Background: an optimization exercise with open tools, aiming at a short achievable clock period and few clock cycles. Do not read the settings as production practice.
The RTL was checked by simulation tests, not by an equivalence proof against the original design.
Power and IR drop assume default switching activity.

$ cat config.mk
export PLATFORM = sky130hd
export DESIGN_NAME = egbc
export DESIGN_NICKNAME = egbc
export VERILOG_FILES = /design/flow/design.v
export SDC_FILE = /design/flow/constraint.sdc
export NUM_CORES = 4
export LEC_CHECK = 0
export CAP_MARGIN = 20
export CORE_MARGIN = 2
export CORE_UTILIZATION = 40
export PLACE_DENSITY = 0.6
export SLEW_MARGIN = 20
$ cat run.sh
#!/bin/bash
# synth_recipe.tcl (not shown) runs the flow's synth.tcl, then flattens the netlist and writes it again
# the make line also repeats each setting of config.mk as NAME=value (left out here)
make -C /OpenROAD-flow-scripts/flow DESIGN_CONFIG=/design/flow/config.mk WORK_HOME=/design/flow/orfs CLKGATE_MAP_FILE= SYNTH_SCRIPT=/design/flow/synth_recipe.tcl finish
$ cat constraint.sdc
create_clock -name core_clock -period 12.0 [get_ports {clk}]
set_input_delay 2.4000 -clock core_clock [delete_from_list [all_inputs] [get_ports {clk}]]
set_output_delay 2.4000 -clock core_clock [all_outputs]
set_load 0.01 [all_outputs]
$ cat design.v
module egbc #(
    parameter integer WBUF_CAP = 4096         
) (
    input  wire        clk,
    input  wire        rst,                   
    input  wire        cmd_valid,
    output wire        cmd_ready,
    input  wire [31:0] cmd_word,
    input  wire [31:0] cmd_arg0,
    input  wire [31:0] cmd_arg1,
    output reg         rsp_valid,
    output reg  [7:0]  rsp_status,
    output reg  [31:0] rsp_result,
    output reg  [31:0] diag_count,
    output reg         wb_valid,
    output reg  [7:0]  wb_data,
    output wire        mem_rd,
    output wire [19:0] mem_addr,
    input  wire [7:0]  mem_rdata
);
    localparam [7:0] ST_OK          = 8'h00;
    localparam [7:0] ST_SKIP_NOP    = 8'h01;
    localparam [7:0] ST_UE_GUARD    = 8'h02;
    localparam [7:0] ST_ERR_ILLEGAL = 8'h10;
    localparam [7:0] ST_ERR_WIDTH   = 8'h11;
    localparam [7:0] ST_ERR_UERANGE = 8'h12;
    localparam [7:0] ST_ERR_NOMEM   = 8'h13;
    localparam [7:0] ST_ERR_OVERRUN = 8'h14;
    localparam [7:0] ST_ERR_RANGE   = 8'h15;
    localparam [7:0] OP_W_INIT      = 8'h01;
    localparam [7:0] OP_W_PUT       = 8'h02;
    localparam [7:0] OP_W_PUT_UE    = 8'h03;
    localparam [7:0] OP_W_PUT_SE    = 8'h04;
    localparam [7:0] OP_W_ALIGN     = 8'h05;
    localparam [7:0] OP_W_TELL      = 8'h06;
    localparam [7:0] OP_W_CLEAR     = 8'h08;
    localparam [7:0] OP_R_INIT      = 8'h10;
    localparam [7:0] OP_R_GET_BITS  = 8'h11;
    localparam [7:0] OP_R_GET_UE    = 8'h12;
    localparam [7:0] OP_R_GET_SE    = 8'h13;
    localparam [7:0] OP_R_SKIP      = 8'h14;
    localparam [7:0] OP_R_COUNT     = 8'h15;
    localparam [7:0] OP_R_LEFT      = 8'h16;
    localparam [2:0] S_IDLE   = 3'd0;
    localparam [2:0] S_EXEC   = 3'd1;
    localparam [2:0] S_WBIT   = 3'd2;
    localparam [2:0] S_UECHK  = 3'd3;
    localparam [2:0] S_RFETCH = 3'd4;
    localparam [2:0] S_RLOAD  = 3'd5;
    localparam [2:0] S_RBIT   = 3'd6;
    localparam [1:0] M_BITS   = 2'd0;         
    localparam [1:0] M_PREFIX = 2'd1;         
    localparam [1:0] M_SUFFIX = 2'd2;         
    localparam integer WCNT_W = $clog2(WBUF_CAP + 1);
    reg [2:0]  state;
    reg [31:0] c_word;
    reg [31:0] c_arg0;
    reg [31:0] c_arg1;
    reg [7:0]        sr;
    reg [2:0]        pb;
    reg [WCNT_W-1:0] wcnt;
    reg [20:0] rbase;                         
    reg [23:0] rbits;
    reg [23:0] rcur;
    reg [31:0] wval;                          
    reg [5:0]  widx;                          
    reg [1:0]  rmode;
    reg        rse;                           
    reg [23:0] p;                             
    reg [5:0]  zl;                            
    reg [5:0]  cnt;                           
    reg [31:0] acc;
    reg [7:0]  rbyte;
    reg        rbyte_ok;
    assign cmd_ready = (state == S_IDLE);
    assign mem_rd   = (state == S_RFETCH);
    assign mem_addr = rbase[19:0] + {1'b0, p[23:3]};
    wire [7:0] opc    = c_word[31:24];
    wire       rsv_n  = (c_word[23:0] != 24'd0);
    wire       rsv_w  = (c_word[23:6] != 18'd0);
    wire [5:0] fw     = c_word[5:0];
    reg legal;
    always @(*) begin
        case (opc)
            OP_W_INIT, OP_W_PUT_UE, OP_W_PUT_SE, OP_W_ALIGN, OP_W_TELL,
            OP_W_CLEAR, OP_R_INIT, OP_R_GET_UE, OP_R_GET_SE, OP_R_SKIP,
            OP_R_COUNT, OP_R_LEFT:       legal = !rsv_n;
            OP_W_PUT, OP_R_GET_BITS:     legal = !rsv_w;
            default:                     legal = 1'b0;
        endcase
    end
    wire        se_neg  = c_arg0[31];
    wire        se_zero = (c_arg0 == 32'd0);
    wire [31:0] se_u    = (!se_neg && !se_zero) ? ({c_arg0[30:0], 1'b0} - 32'd1)
                                                : ({(~c_arg0[30:0]) + 31'd1, 1'b0});
    wire [31:0] ue_v    = (opc == OP_W_PUT_SE) ? se_u : c_arg0;
    wire        ue_bad  = (opc == OP_W_PUT_SE) ? (c_arg0 == 32'h8000_0000)
                                               : (c_arg0 == 32'hFFFF_FFFF);
    wire [31:0] ue_vp1  = ue_v + 32'd1;
    reg [4:0] ue_l;                           
    integer i;
    always @(*) begin
        ue_l = 5'd0;
        for (i = 0; i < 32; i = i + 1)
            if (ue_vp1[i]) ue_l = i[4:0];
    end
    wire [5:0] ue_len = {ue_l, 1'b1};         
    reg  [5:0] put_n;
    always @(*) begin
        case (opc)
            OP_W_PUT:                put_n = fw;
            OP_W_PUT_UE, OP_W_PUT_SE: put_n = ue_len;
            OP_W_ALIGN:              put_n = 6'd8 - {3'd0, pb};
            default:                 put_n = 6'd0;
        endcase
    end
    wire [6:0]  fill_bits = {4'd0, pb} + {1'b0, put_n};
    wire [WCNT_W:0] fits_sum = {1'b0, wcnt} + {{(WCNT_W-3){1'b0}}, fill_bits[6:3]};
    wire        fits = (fits_sum <= WBUF_CAP);
    wire [32:0] ceil8_nb   = ({1'b0, c_arg1} + 33'd7) >> 3;
    wire [33:0] init_end   = {2'b0, c_arg0} + {1'b0, ceil8_nb};
    wire        init_ok    = (init_end <= 34'h10_0000);
    wire [24:0] get_end    = {1'b0, rcur} + {19'd0, fw};
    wire        get_ok     = (get_end <= {1'b0, rbits});
    wire [32:0] skip_end   = {9'd0, rcur} + {1'b0, c_arg0};
    wire        skip_ok    = (skip_end <= {9'd0, rbits});
    wire        rbit       = rbyte[3'd7 - p[2:0]];
    wire [23:0] p1         = p + 24'd1;
    wire [31:0] acc1       = {acc[30:0], rbit};
    wire [24:0] suffix_end = {1'b0, p1} + {19'd0, zl};
    wire [31:0] ue_val     = ((32'd1 << zl) - 32'd1) + acc1;
    wire [31:0] se_val     = ue_val[0] ? ({1'b0, ue_val[31:1]} + 32'd1)
                                       : (32'd0 - {1'b0, ue_val[31:1]});
    task finish(input [7:0] code, input [31:0] result);
        begin
            rsp_valid  <= 1'b1;
            rsp_status <= code;
            rsp_result <= (code >= 8'h10) ? 32'd0 : result;
            if (code >= 8'h10)
                diag_count <= diag_count + 32'd1;
            state <= S_IDLE;
        end
    endtask
    always @(posedge clk) begin
        if (rst) begin
            state      <= S_IDLE;
            c_word     <= 32'd0;
            c_arg0     <= 32'd0;
            c_arg1     <= 32'd0;
            rsp_valid  <= 1'b0;
            rsp_status <= ST_OK;
            rsp_result <= 32'd0;
            diag_count <= 32'd0;
            wb_valid   <= 1'b0;
            wb_data    <= 8'd0;
            sr         <= 8'd0;
            pb         <= 3'd0;
            wcnt       <= {WCNT_W{1'b0}};
            rbase      <= 21'd0;
            rbits      <= 24'd0;
            rcur       <= 24'd0;
            wval       <= 32'd0;
            widx       <= 6'd0;
            rmode      <= M_BITS;
            rse        <= 1'b0;
            p          <= 24'd0;
            zl         <= 6'd0;
            cnt        <= 6'd0;
            acc        <= 32'd0;
            rbyte      <= 8'd0;
            rbyte_ok   <= 1'b0;
        end else begin
            rsp_valid <= 1'b0;
            wb_valid  <= 1'b0;
            case (state)
            S_IDLE: begin
                if (cmd_valid) begin
                    c_word <= cmd_word;
                    c_arg0 <= cmd_arg0;
                    c_arg1 <= cmd_arg1;
                    state  <= S_EXEC;
                end
            end
            S_EXEC: begin
                if (!legal) begin
                    finish(ST_ERR_ILLEGAL, 32'd0);
                end else begin
                    case (opc)
                    OP_W_INIT, OP_W_CLEAR: begin
                        sr   <= 8'd0;
                        pb   <= 3'd0;
                        wcnt <= {WCNT_W{1'b0}};
                        finish(ST_OK, 32'd0);
                    end
                    OP_W_PUT: begin
                        if (fw > 6'd32)
                            finish(ST_ERR_WIDTH, 32'd0);
                        else if (!fits)
                            finish(ST_ERR_NOMEM, 32'd0);
                        else if (fw == 6'd0)
                            finish(ST_OK, 32'd0);
                        else begin
                            wval  <= c_arg0;
                            widx  <= fw - 6'd1;
                            state <= S_WBIT;
                        end
                    end
                    OP_W_PUT_UE, OP_W_PUT_SE: begin
                        if (ue_bad)
                            finish(ST_ERR_UERANGE, 32'd0);
                        else if (!fits)
                            finish(ST_ERR_NOMEM, 32'd0);
                        else begin
                            wval  <= ue_vp1;
                            widx  <= ue_len - 6'd1;
                            state <= S_WBIT;
                        end
                    end
                    OP_W_ALIGN: begin
                        if (pb == 3'd0)
                            finish(ST_OK, 32'd0);
                        else if (!fits)
                            finish(ST_ERR_NOMEM, 32'd0);
                        else begin
                            wval  <= 32'd0;
                            widx  <= put_n - 6'd1;
                            state <= S_WBIT;
                        end
                    end
                    OP_W_TELL: begin
                        finish(ST_OK, {{(29-WCNT_W){1'b0}}, wcnt, pb});
                    end
                    OP_R_INIT: begin
                        if (!init_ok)
                            finish(ST_ERR_RANGE, 32'd0);
                        else begin
                            rbase <= c_arg0[20:0];
                            rbits <= c_arg1[23:0];
                            rcur  <= 24'd0;
                            finish(ST_OK, 32'd0);
                        end
                    end
                    OP_R_GET_BITS: begin
                        if (fw > 6'd32)
                            finish(ST_ERR_WIDTH, 32'd0);
                        else if (!get_ok)
                            finish(ST_ERR_OVERRUN, 32'd0);
                        else if (fw == 6'd0)
                            finish(ST_OK, 32'd0);
                        else begin
                            rmode <= M_BITS;
                            p     <= rcur;
                            cnt   <= fw;
                            acc   <= 32'd0;
                            state <= S_RFETCH;
                        end
                    end
                    OP_R_GET_UE, OP_R_GET_SE: begin
                        rmode    <= M_PREFIX;
                        rse      <= (opc == OP_R_GET_SE);
                        p        <= rcur;
                        zl       <= 6'd0;
                        acc      <= 32'd0;
                        rbyte_ok <= 1'b0;
                        state    <= S_UECHK;
                    end
                    OP_R_SKIP: begin
                        if (!skip_ok)
                            finish(ST_SKIP_NOP, 32'd0);
                        else begin
                            rcur <= skip_end[23:0];
                            finish(ST_OK, 32'd0);
                        end
                    end
                    OP_R_COUNT: finish(ST_OK, {8'd0, rcur});
                    OP_R_LEFT:  finish(ST_OK, {8'd0, rbits - rcur});
                    default:    finish(ST_ERR_ILLEGAL, 32'd0);
                    endcase
                end
            end
            S_WBIT: begin
                if (pb == 3'd7) begin
                    wb_valid <= 1'b1;
                    wb_data  <= {sr[6:0], (widx < 6'd32) ? wval[widx[4:0]] : 1'b0};
                    wcnt     <= wcnt + 1'b1;
                    sr       <= 8'd0;
                    pb       <= 3'd0;
                end else begin
                    sr <= {sr[6:0], (widx < 6'd32) ? wval[widx[4:0]] : 1'b0};
                    pb <= pb + 3'd1;
                end
                if (widx == 6'd0)
                    finish(ST_OK, 32'd0);
                else
                    widx <= widx - 6'd1;
            end
            S_UECHK: begin
                if (zl == 6'd32) begin
                    rcur <= p;
                    finish(ST_UE_GUARD, 32'd0);
                end else if (p >= rbits)
                    finish(ST_ERR_OVERRUN, 32'd0);
                else if (rbyte_ok)
                    state <= S_RBIT;
                else
                    state <= S_RFETCH;
            end
            S_RFETCH: begin
                state <= S_RLOAD;
            end
            S_RLOAD: begin
                rbyte    <= mem_rdata;
                rbyte_ok <= 1'b1;
                state    <= S_RBIT;
            end
            S_RBIT: begin
                p <= p1;
                if (p1[2:0] == 3'd0)
                    rbyte_ok <= 1'b0;
                case (rmode)
                M_PREFIX: begin
                    if (rbit) begin
                        if (suffix_end > {1'b0, rbits})
                            finish(ST_ERR_OVERRUN, 32'd0);
                        else if (zl == 6'd0) begin
                            rcur <= p1;
                            finish(ST_OK, 32'd0);
                        end else begin
                            rmode <= M_SUFFIX;
                            cnt   <= zl;
                            state <= (p1[2:0] == 3'd0) ? S_RFETCH : S_RBIT;
                        end
                    end else begin
                        zl    <= zl + 6'd1;
                        state <= S_UECHK;
                    end
                end
                default: begin
                    acc <= acc1;
                    cnt <= cnt - 6'd1;
                    if (cnt == 6'd1) begin
                        rcur <= p1;
                        if (rmode == M_BITS)
                            finish(ST_OK, acc1);
                        else
                            finish(ST_OK, rse ? se_val : ue_val);
                    end else
                        state <= (p1[2:0] == 3'd0) ? S_RFETCH : S_RBIT;
                end
                endcase
            end
            default: state <= S_IDLE;
            endcase
        end
    end
endmodule
==> summary.md <==
| Metric | Value |
|---|---|
| Status | no timing/DRC/antenna violations |
| Post-CTS Resized | 0 |
| Worst-margin pin slew | around 1.1 ns |
| Worst min path class | reg2reg |
| Setup TNS Final | 0 ns |
| Ys flop type | dfxtp_1 |
| Starting DRT DRC Count | 3992 |
| Leakage power | between 0.015 and 0.02 µW |
| CP Data Required Time | 12.47 ns |
| Slew HR | between 20 and 30% |
| Max Cap Violations | 0 |
| Sink Count | 389 |
| Final hold vios | 0 |
| Hold Worst Slack | about 0.45 ns |
| Fin crit share | between 90% and 100% |
| Initial antenna violation count | 2 |
| Pwr/cell area | ~160 mW/mm² |
| Final setup viols | 0 |
| Worst-skew pair later-pin latency | 0.61 ns |
| Bufs on Longest Clock Path | 3 |
| Register area share after synthesis | roughly 22% |
| CTS clk-pin slew, worst paths | approximately 0.060 ns |
| Dpl hpwl | 106000 µm |
| Core area | 0.0880 mm² |
| Die H | 301 µm |
| Yosys cell types | 102 |
| Maximum vdd drop | around 130 µV |
| Share of layout cells above drive strength 1 | 5.01% |
| First-pass GRT wire length | between 200000 and 250000 µm |
| Initial Util | 40.2% |
| Vias per cell | 6.07 |
| Worst path most repeated cell | a21oi_1 |
| H-tree depth | 2 |
| Total global-route track usage | 29.1% |
| Hold path startpoint | c_word[22] |
| Routed wire length | approximately 140000 µm |
| Worst Path Class, Setup | reg2reg |
| Clock buffer count from CTS | 48 |
| Fill count | ~9000 |
| Yosys top cell by area | dfxtp_1 |
| Vias | 36900 |
| Cell Rows | about 110 |
| Fin nets | 5282 |
| Worst Hold End | c_word[22] |
| Worst r2r dst | rsp_result[2] |
| Synthesized area | ~0.035 mm² |
| Worst path slowest cell | a211oi_1 |
| R2R Path Start | c_arg0[0] |
| DRC | 0 |
| R2r worst-path depth | between 40 and 50 |
| Final min period | 11.19 ns |
| Fmax | 89.4 MHz |
| Smallest setup slack after layout | 0.815 ns |
| CP startpoint kind | flop |
| Synth Area per Inst | 7.31 µm² |
| Critical Path End Type | flop |
| Setup Buffers After CTS | 0 |
| Post-synthesis cell count | 4836 |
| WHS Path Cells | 2 |
| Post-DRT Antenna Nets | 0 |
| Die area | 0.0907 mm² |
| Commonest non-fill, non-tap cell in the layout | nand2_1 |
| Post-synth EDFFs | 0 |
| Fin Clk Skew | 0.0167 ns |
| ANT cells | 0 |
| Input/output buffers | 210 |
| Max stage delay on crit path | 0.61 ns |
| Flop2flop setup slack | between 0.8 and 0.9 ns |
| Synth Warn # | 1 |
| Max Transition Viols Final | 0 |
| Vias in the first global route | 34100 |
| Maximum number of pins on one net before global-route repair | between 150 and 200 |
| Flops & latches, synth | 389 |
| Post-synth net total | around 5200 |
| Yosys top cell area share | 22.0% |
| Cell Area, Placed | 0.0384 mm² |
| CTS tree | built |
| Synth async-reset ratio | 0% |
| Final design area excluding fillers | 0.0400 mm² |
| Chip Width | 301 µm |
| GPL Wtd Cong | 1.01 |
| First-pass DRT Iterations | 9 |
| IO Pins | 211 |
| Gr ovfl total | 0 |
| CP Max Fanout | 18 |
| Syn-to-layout area delta | 13.2% |
| RSZ-0062 raised after global routing | false |
| Leading post-synthesis cells by cell area | dfxtp_1 (22%), ha_1 (10%), nand2_1 (5.9%), nor2_1 (5.5%), a21oi_1 (5.3%) |
| Most frequent cells in the layout | nand2_1 (550), nor2_1 (514), dfxtp_1 (388) |
| Drt wl/cell | 22.5 µm |
| Root buffer cell | clkbuf_16 |
| Setup WS pre-CTS | 1.17 ns |
| CTS Hold Bufs | 0 |
| WP data arrival | 11.65 ns |
==> kinds of logic after synthesis <==
group / share of synthesized area (%)
AOI/OAI and AO/OA: 25.2
xor gates and xnor gates: 7.51
buffers and inverters: 5.76
muxes: 3.00
and+or+nand+nor: 25.5
DFF: 22.0
adders and majority gates: 10.9
==> layer usage <==
| metal | global-route usage, % | share of wire [%] | vias up |
|---|---|---|---|
| met3 | 4.44 | 7.7 | 272 |
| met5 | 0 | 0.013 | - |
| li1 | - | - | 17700 |
| met1 | 39.3 | 43 | 17500 |
| met2 | 46.8 | 45 | 1479 |
| met4 | 10.8 | 4.2 | 2 |
==> critical path, delay by kind of cell (launching register included) <==
family	cells	cell delay, ns
AO/OA/AOI/OAI	18	4.36
AND/OR/NAND/NOR	16	4.44
adder cells (fa/ha/maj)	4	1.08
buffers and inverters	2	0.28
XOR/XNOR	2	0.38
flip-flops	1	0.50
==> layout make-up <==
class / instances / area, µm² / share of cell area, %
Multi-Input combinational cell: 3918 / 25600 / 64.0
Clock inverter: 24 / 290 / 0.726
Inverter: 240 / 901 / 2.25
Tap cell: 1165 / 1460 / 3.64
Clock buffer: 64 / 1350 / 3.38
Timing Repair Buffer: 276 / 2620 / 6.54
Sequential cell: 389 / 7790 / 19.5
==> sequential cells by signal, indices dropped and copies added (netlist names), 13 cells and up <==
register    cells
c_arg0         32
c_arg1         32
c_word         32
diag_count     32
rsp_result     32
wval           32
acc            31
p              24
rbits          24
rcur           24
rbase          20
wcnt           13
==> how the worst max path moves through the flow <==
| stage | from | end | slack, ns |
|---|---|---|---|
| global placement | c_arg0[1] | rsp_result[2] | 1.33 |
| floorplan | c_word[24] | widx[2] | 3.03 |
| detailed placement | c_arg0[0] | rsp_result[2] | 1.17 |
| CTS | c_arg0[0] | rsp_result[2] | 1.13 |
| global route | c_arg0[0] | rsp_result[5] | 0.18 |
| finish | c_arg0[0] | rsp_result[2] | 0.81 |
==> metrics by stage <==
stage	cells	util, %	power [µW]
global route	6076	45.5	6780
global placement	5988	43.6	4830
finish	6076	45.5	6430
floorplan	4836	-	3800
detailed placement	5988	43.6	4840
CTS	6076	45.5	6390
==> Yosys cell counts (21+ instances only) <==
| cell | instances |
|---|---|
| nand4_1 | 81 |
| xor2_1 | 106 |
| o31ai_1 | 22 |
| inv_1 | 239 |
| nor3_1 | 133 |
| a21o_1 | 92 |
| and3_1 | 69 |
| nor2b_1 | 43 |
| and2_1 | 44 |
| nand2b_1 | 44 |
| nor2_1 | 517 |
| clkbuf_1 | 259 |
| o22ai_1 | 31 |
| dfxtp_1 | 389 |
| nand2_1 | 552 |
| a222oi_1 | 21 |
| a311oi_1 | 27 |
| xnor2_1 | 197 |
| a21oi_1 | 376 |
| or4_1 | 26 |
| a221oi_1 | 48 |
| o211ai_1 | 38 |
| nand3_1 | 165 |
| or3_1 | 46 |
| nor4_1 | 57 |
| a211oi_1 | 86 |
| o21ai_0 | 239 |
| ha_1 | 294 |
| o21a_1 | 42 |
| mux2i_1 | 72 |
| a22oi_1 | 58 |
| a31oi_1 | 41 |
==> report_power, final <==
group | internal [µW] | leakage, µW | total, µW | switching (µW)
clock network | 903 | 0.000809 | 1540 | 632
logic | 1150 | 0.0114 | 3100 | 1950
registers | 1460 | 0.00316 | 1800 | 338
total | 3510 | 0.0154 | 6430 | 2920
Testbench counts, summed over its fixed seeds: cycles 60,276.

-- port drivers added, routing unchanged --
No port has a modelled driver above. Below, the same layout with a new extraction and two added sets of constraints.
Step 1 assumes that a clkbuf_16 drives the clock port and a buf_2 every other input.
Step 2, shift: input delay + t, output delay - t, t = (earliest + latest rising clock arrival at the registers) / 2. This alone moves slack from input paths to output paths.
Slacks: ideal ports / drivers / drivers and shift; pairs: ideal ports / drivers.
shift t [ns]: 0.673
setup WS [ns]: 0.815 / 0.815 / 0.815
worst hold slack (ns): 0.448 / 0.448 / 0.448
worst setup path after step 2: register to register
cell pins on the clock port's net: 1
After both steps setup and hold are still met in this run. For this run, drivers alone change the setup slack by 0.000 ns; drivers and shift together by 0.000 ns.
